Background: an optimization exercise with open tools, aiming at small area. Do not read the settings as production practice. At most, simulation tests tie the RTL to the original design; equivalence was not proved. Power and IR drop assume default switching activity.

==> flow/design.v (excerpt) <==
module csb_top (
    input  wire        clk,
    input  wire        rst,           
    input  wire        ctl_valid,
    input  wire [31:0] ctl_word,
    output reg         resp_valid,
    output wire [1:0]  resp_code,
    output reg  [31:0] resp_value,
    output reg         lc_line_valid,
    output wire [1:0]  lc_line,
    output reg         lc_role_valid,
    output wire        lc_role,
    output wire [1:0]  lc_pull,
    output reg         obs_valid,
    output wire [1:0]  obs_mask,
    input  wire        cap_valid,
    input  wire [31:0] cap_word,
    output reg         cap_rearm,     
    output wire        meas_req,
    output wire [2:0]  meas_ch,
    input  wire        meas_ack,
    input  wire        meas_err,
    input  wire [15:0] meas_data,
    output wire        tx_valid,
    output wire [7:0]  tx_data,
    input  wire        tx_ready,
    output wire        sleep_req,
    output wire [23:0] sleep_us,
    input  wire        timer_done
);
Settings: LEC_CHECK=0, CAP_MARGIN=10, CORE_MARGIN=2, CORE_UTILIZATION=55, SLEW_MARGIN=10; clock period 10.0 ns.
standard.sh (not shown) runs the stock make flow with config.mk's settings and CLKGATE_MAP_FILE= SYNTH_SCRIPT=/design/flow/synth_recipe.tcl, a recipe that flattens the netlist after the stock synthesis.
==> flow/flow/run.sh <==
#!/bin/bash
# Layout flow: the standard flow, except
#  - synthesis maps the logic with Yosys's default (area-oriented) ABC script
#    instead of ORFS's speed script; registers are mapped exactly as in the
#    standard synthesis, and this is checked against it (falling back to the
#    standard synthesis if they differ);
#  - clock tree: larger sink clusters and no dummy loads.
# Floorplan, power grid, placement, routing and finishing are standard.sh's.
set -euo pipefail
W=$(pwd)

python3 - "$W" <<'PY'
import sys, os
w = sys.argv[1]
src = open(os.path.join(os.environ["FLOW_HOME"], "scripts", "synth.tcl")).read()
old = "  log_cmd abc {*}$abc_args\n"
assert src.count(old) == 1, "abc call not found"
src = src.replace(old, "  log_cmd abc {*}$lib_args {*}$lib_dont_use_args\n")
open(os.path.join(w, "own_synth.tcl"), "w").write(src)
b = open(os.path.join(w, "synth_recipe.tcl")).read()
line = "source $::env(SCRIPTS_DIR)/synth.tcl"
assert b.count(line) == 1, "synth.tcl source line not found"
open(os.path.join(w, "own_synth_recipe.tcl"), "w").write(b.replace(line, "source " + os.path.join(w, "own_synth.tcl")))
PY

MK=$(grep '^make ' standard.sh)
MK=${MK//'"${@:-finish}"'/synth}
# reference: the standard synthesis, in its own folder
REF=${MK//"WORK_HOME=$W/orfs"/"WORK_HOME=$W/ref_orfs"}
echo "$REF" > ref_synth_cmd.txt
eval "$REF" > ref_synth.log 2>&1
# own synthesis
OWN=${MK//synth_recipe.tcl/own_synth_recipe.tcl}
echo "$OWN" > own_synth_cmd.txt
eval "$OWN" > own_synth.log 2>&1

python3 - "$W" > reg_check.log 2>&1 <<'PY' || { echo "registers differ: standard synthesis" >> reg_check.log; rm -rf "$W/orfs"; }
import sys, re
w = sys.argv[1]
def regs(p):
    t = open(p).read()
    return sorted(re.findall(r'^\s*(sky130_fd_sc_hd__\w*df\w*)\s+(\S+)\s*\(', t, re.M))
a = regs(w + "/ref_orfs/results/sky130hd/csb_top/base/1_2_yosys.v")
b = regs(w + "/orfs/results/sky130hd/csb_top/base/1_2_yosys.v")
print(len(a), len(b))
sys.exit(0 if a == b and a else 1)
PY
rm -rf "$W/ref_orfs/objects" "$W/ref_orfs/results"

export CTS_ARGS="-sink_clustering_enable -repair_clock_nets -sink_clustering_size 24 -sink_clustering_max_diameter 80 -buf_list {sky130_fd_sc_hd__clkbuf_8 sky130_fd_sc_hd__clkbuf_16} -dont_use_dummy_load"
export BUFFER_PORTS_ARGS="-buffer_cell sky130_fd_sc_hd__buf_1"
bash standard.sh > standard_finish.log 2>&1
Next try:
--- a/flow/flow/run.sh
+++ b/flow/flow/run.sh
@@ -49,4 +49,3 @@
 
 export CTS_ARGS="-sink_clustering_enable -repair_clock_nets -sink_clustering_size 24 -sink_clustering_max_diameter 80 -buf_list {sky130_fd_sc_hd__clkbuf_8 sky130_fd_sc_hd__clkbuf_16} -dont_use_dummy_load"
-export BUFFER_PORTS_ARGS="-buffer_cell sky130_fd_sc_hd__buf_1"
 bash standard.sh > standard_finish.log 2>&1
Settings changed: CAP_MARGIN 10 to 0, SLEW_MARGIN 10 to 0.
Outcome:
- first-iteration DRC count decreases by a few percent
- count of clock-buffer cells in the layout decreases by 1
- area after synthesis is unchanged
- routed wire length decreases slightly
- die area stays the same
- via count is about the same
- setup slack loses 0.13 ns
- non-clock buffer count increases by 4
- total power is about the same

## P
Another version of the RTL of csb_top (not shown whole).
Size in the first run: about 6400 cells after synthesis, about 1700 flip-flops, ~170 I/O pins, ~73000 um2 of cells after synthesis.
Settings: LEC_CHECK=0, CAP_MARGIN=20, CORE_MARGIN=2, CORE_UTILIZATION=60, CTS_BUF_LIST=sky130_fd_sc_hd__clkbuf_8, CTS_CLUSTER_SIZE=20, GPL_TIMING_DRIVEN=0, SLEW_MARGIN=20; clock period 10.0 ns.
run.sh (not shown) runs the stock make flow with config.mk's settings and CLKGATE_MAP_FILE= SYNTH_SCRIPT=/design/flow/synth_recipe.tcl, a recipe that flattens the netlist after the stock synthesis.
Stock flow here: none of the scripts above is used.
P has completed all stages; timing, DRC and antenna checks passed.
Setup changes, P to Q
==> flow/flow/run.sh (new file) <==
#!/bin/bash
# Layout flow: the standard flow, except that synthesis maps the logic with
# Yosys's default area-oriented ABC script instead of ORFS's speed script.
# Everything else (register mapping, flattening, renaming, floorplan, power grid,
# placement, CTS, routing) is the standard flow via standard.sh.
set -euo pipefail
W=$(pwd)

# synthesis script: synth_recipe.tcl sourcing a copy of ORFS's synth.tcl whose
# only change is the ABC mapping call
python3 - "$W" <<'PY'
import sys, re, os
w = sys.argv[1]
src = open(os.path.join(os.environ["FLOW_HOME"], "scripts", "synth.tcl")).read()
old = "  log_cmd abc {*}$abc_args\n"
assert src.count(old) == 1, "abc call not found"
src = src.replace(old, "  log_cmd abc {*}$lib_args {*}$lib_dont_use_args\n")
open(os.path.join(w, "own_synth.tcl"), "w").write(src)
b = open(os.path.join(w, "synth_recipe.tcl")).read()
line = "source $::env(SCRIPTS_DIR)/synth.tcl"
assert b.count(line) == 1, "synth.tcl source line not found"
open(os.path.join(w, "own_synth_recipe.tcl"), "w").write(b.replace(line, "source " + os.path.join(w, "own_synth.tcl")))
PY

# the standard make command, with the synthesis script swapped and target synth
MK=$(grep '^make ' standard.sh)
MK=${MK//synth_recipe.tcl/own_synth_recipe.tcl}
MK=${MK//'"${@:-finish}"'/synth}
echo "$MK" > own_synth_cmd.txt
eval "$MK" > own_synth.log 2>&1

# the rest of the standard flow
bash standard.sh > standard_finish.log 2>&1
==> flow/standard.sh (new file) <==
#!/bin/bash
# synth_recipe.tcl (not shown) runs the flow's synth.tcl, then flattens the netlist and writes it again
# the make line also repeats each setting of config.mk as NAME=value (left out here)
make -C /OpenROAD-flow-scripts/flow DESIGN_CONFIG=/design/flow/config.mk WORK_HOME=/design/flow/orfs CLKGATE_MAP_FILE= SYNTH_SCRIPT=/design/flow/synth_recipe.tcl "${@:-finish}"
removed: flow/run.sh
Results
Compared with P, Q degrades worst setup slack.
Worst reg-to-reg path cell count for Q is higher than for P.
Higher final-layout fill cell count goes to P over Q.
The critical path startpoint comes out phase[1]$_SDFFE_PP0P_ in one run and phase[2]$_SDFFE_PP0P_ in the other, namely in P and Q respectively.
Q vs P, critical path depth went down by 1.
No run of this note included a check of the RTL's function; only the layout flow was run.

== lane 1 ==
Another version of the RTL of csb_top (not shown whole).
For scale: roughly 4800 cells after synthesis, ~1700 flip-flops, roughly 170 I/O pins.
Settings: LEC_CHECK=0, CAP_MARGIN=0, CORE_MARGIN=2, CORE_UTILIZATION=55, SLEW_MARGIN=0; clock period 10.0 ns.
standard.sh (not shown) runs the stock make flow with config.mk's settings and CLKGATE_MAP_FILE= SYNTH_SCRIPT=/design/flow/synth_recipe.tcl, a recipe that flattens the netlist after the stock synthesis.
==> flow/flow/run.sh <==
#!/bin/bash
# Layout flow: the standard flow, except
#  - synthesis maps the logic with Yosys's default (area-oriented) ABC script
#    instead of ORFS's speed script; registers are mapped exactly as in the
#    standard synthesis, and this is checked against it (falling back to the
#    standard synthesis if they differ);
#  - clock tree: larger sink clusters and no dummy loads.
# Floorplan, power grid, placement, routing and finishing are standard.sh's.
set -euo pipefail
W=$(pwd)

python3 - "$W" <<'PY'
import sys, os
w = sys.argv[1]
src = open(os.path.join(os.environ["FLOW_HOME"], "scripts", "synth.tcl")).read()
old = "  log_cmd abc {*}$abc_args\n"
assert src.count(old) == 1, "abc call not found"
src = src.replace(old, "  log_cmd abc {*}$lib_args {*}$lib_dont_use_args\n")
open(os.path.join(w, "own_synth.tcl"), "w").write(src)
b = open(os.path.join(w, "synth_recipe.tcl")).read()
line = "source $::env(SCRIPTS_DIR)/synth.tcl"
assert b.count(line) == 1, "synth.tcl source line not found"
open(os.path.join(w, "own_synth_recipe.tcl"), "w").write(b.replace(line, "source " + os.path.join(w, "own_synth.tcl")))
PY

MK=$(grep '^make ' standard.sh)
MK=${MK//'"${@:-finish}"'/synth}
# reference: the standard synthesis, in its own folder
REF=${MK//"WORK_HOME=$W/orfs"/"WORK_HOME=$W/ref_orfs"}
echo "$REF" > ref_synth_cmd.txt
eval "$REF" > ref_synth.log 2>&1
# own synthesis
OWN=${MK//synth_recipe.tcl/own_synth_recipe.tcl}
echo "$OWN" > own_synth_cmd.txt
eval "$OWN" > own_synth.log 2>&1

python3 - "$W" > reg_check.log 2>&1 <<'PY' || { echo "registers differ: standard synthesis" >> reg_check.log; rm -rf "$W/orfs"; }
import sys, re
w = sys.argv[1]
def regs(p):
    t = open(p).read()
    return sorted(re.findall(r'^\s*(sky130_fd_sc_hd__\w*df\w*)\s+(\S+)\s*\(', t, re.M))
a = regs(w + "/ref_orfs/results/sky130hd/csb_top/base/1_2_yosys.v")
b = regs(w + "/orfs/results/sky130hd/csb_top/base/1_2_yosys.v")
print(len(a), len(b))
sys.exit(0 if a == b and a else 1)
PY
rm -rf "$W/ref_orfs/objects" "$W/ref_orfs/results"

export CTS_ARGS="-sink_clustering_enable -repair_clock_nets -sink_clustering_size 24 -sink_clustering_max_diameter 80 -buf_list {sky130_fd_sc_hd__clkbuf_8 sky130_fd_sc_hd__clkbuf_16} -dont_use_dummy_load"
bash standard.sh > standard_finish.log 2>&1
The final layout from lane 1, which completed every stage, passed the timing, DRC and antenna checks at the end of the flow.
Setup changes, lane 1 to lane 2
# lane 1
export LEC_CHECK = 0
export CAP_MARGIN = 0
export CORE_MARGIN = 2
export CORE_UTILIZATION = 55
export SLEW_MARGIN = 0
create_clock -name core_clock -period 10.0 [get_ports {clk}]
# lane 2
export LEC_CHECK = 0
export CAP_MARGIN = 10
export CORE_MARGIN = 2
export CORE_UTILIZATION = 55
export SLEW_MARGIN = 10
create_clock -name core_clock -period 10.0 [get_ports {clk}]
### Flow results
Lane 2 and lane 1 ended up with nearly the same total chip power.
Any difference in sequential group power between lane 1 and lane 2 is small enough to ignore.
Between lane 2 and lane 1, the synthesized netlist cell count does not differ in any meaningful way.
In terms of endpoint arrival time on the critical path, lane 1 and lane 2 differ only marginally.

==> what the ideal ports hide <==
Ports are ideal in the flow. The routed layouts listed here were re-timed in OpenROAD. Step 1 assumes that a clkbuf_16 drives the clock port and a buf_2 every other input. Step 2 also shifts input and output timing later by t, the mid clock arrival at the registers, as if the neighbouring blocks saw the same clock. a / b / c = ideal / step 1 / step 2; a / b = the first two.
run | t, ns | setup WS [ns] | hold slack, ns | cell pins on the clock port's net
the first run of note 1 | 0.791 | 1.215 / 1.130 / 1.395 | 0.451 / 0.451 / 0.451 | 1
the second run of note 1 | 0.780 | 1.085 / 1.005 / 1.089 | 0.453 / 0.453 / 0.453 | 1
P | 1.064 | 0.839 / 0.773 / 1.775 | 0.455 / 0.455 / 0.455 | 1
Q | 0.988 | 0.388 / 0.318 / 0.730 | 0.444 / 0.444 / 0.444 | 1
lane 1 | 0.770 | 0.886 / 0.804 / 1.261 | 0.450 / 0.450 / 0.450 | 1
lane 2 | 0.770 | 0.886 / 0.804 / 1.261 | 0.450 / 0.450 / 0.450 | 1
After both steps every run listed still meets setup and hold.
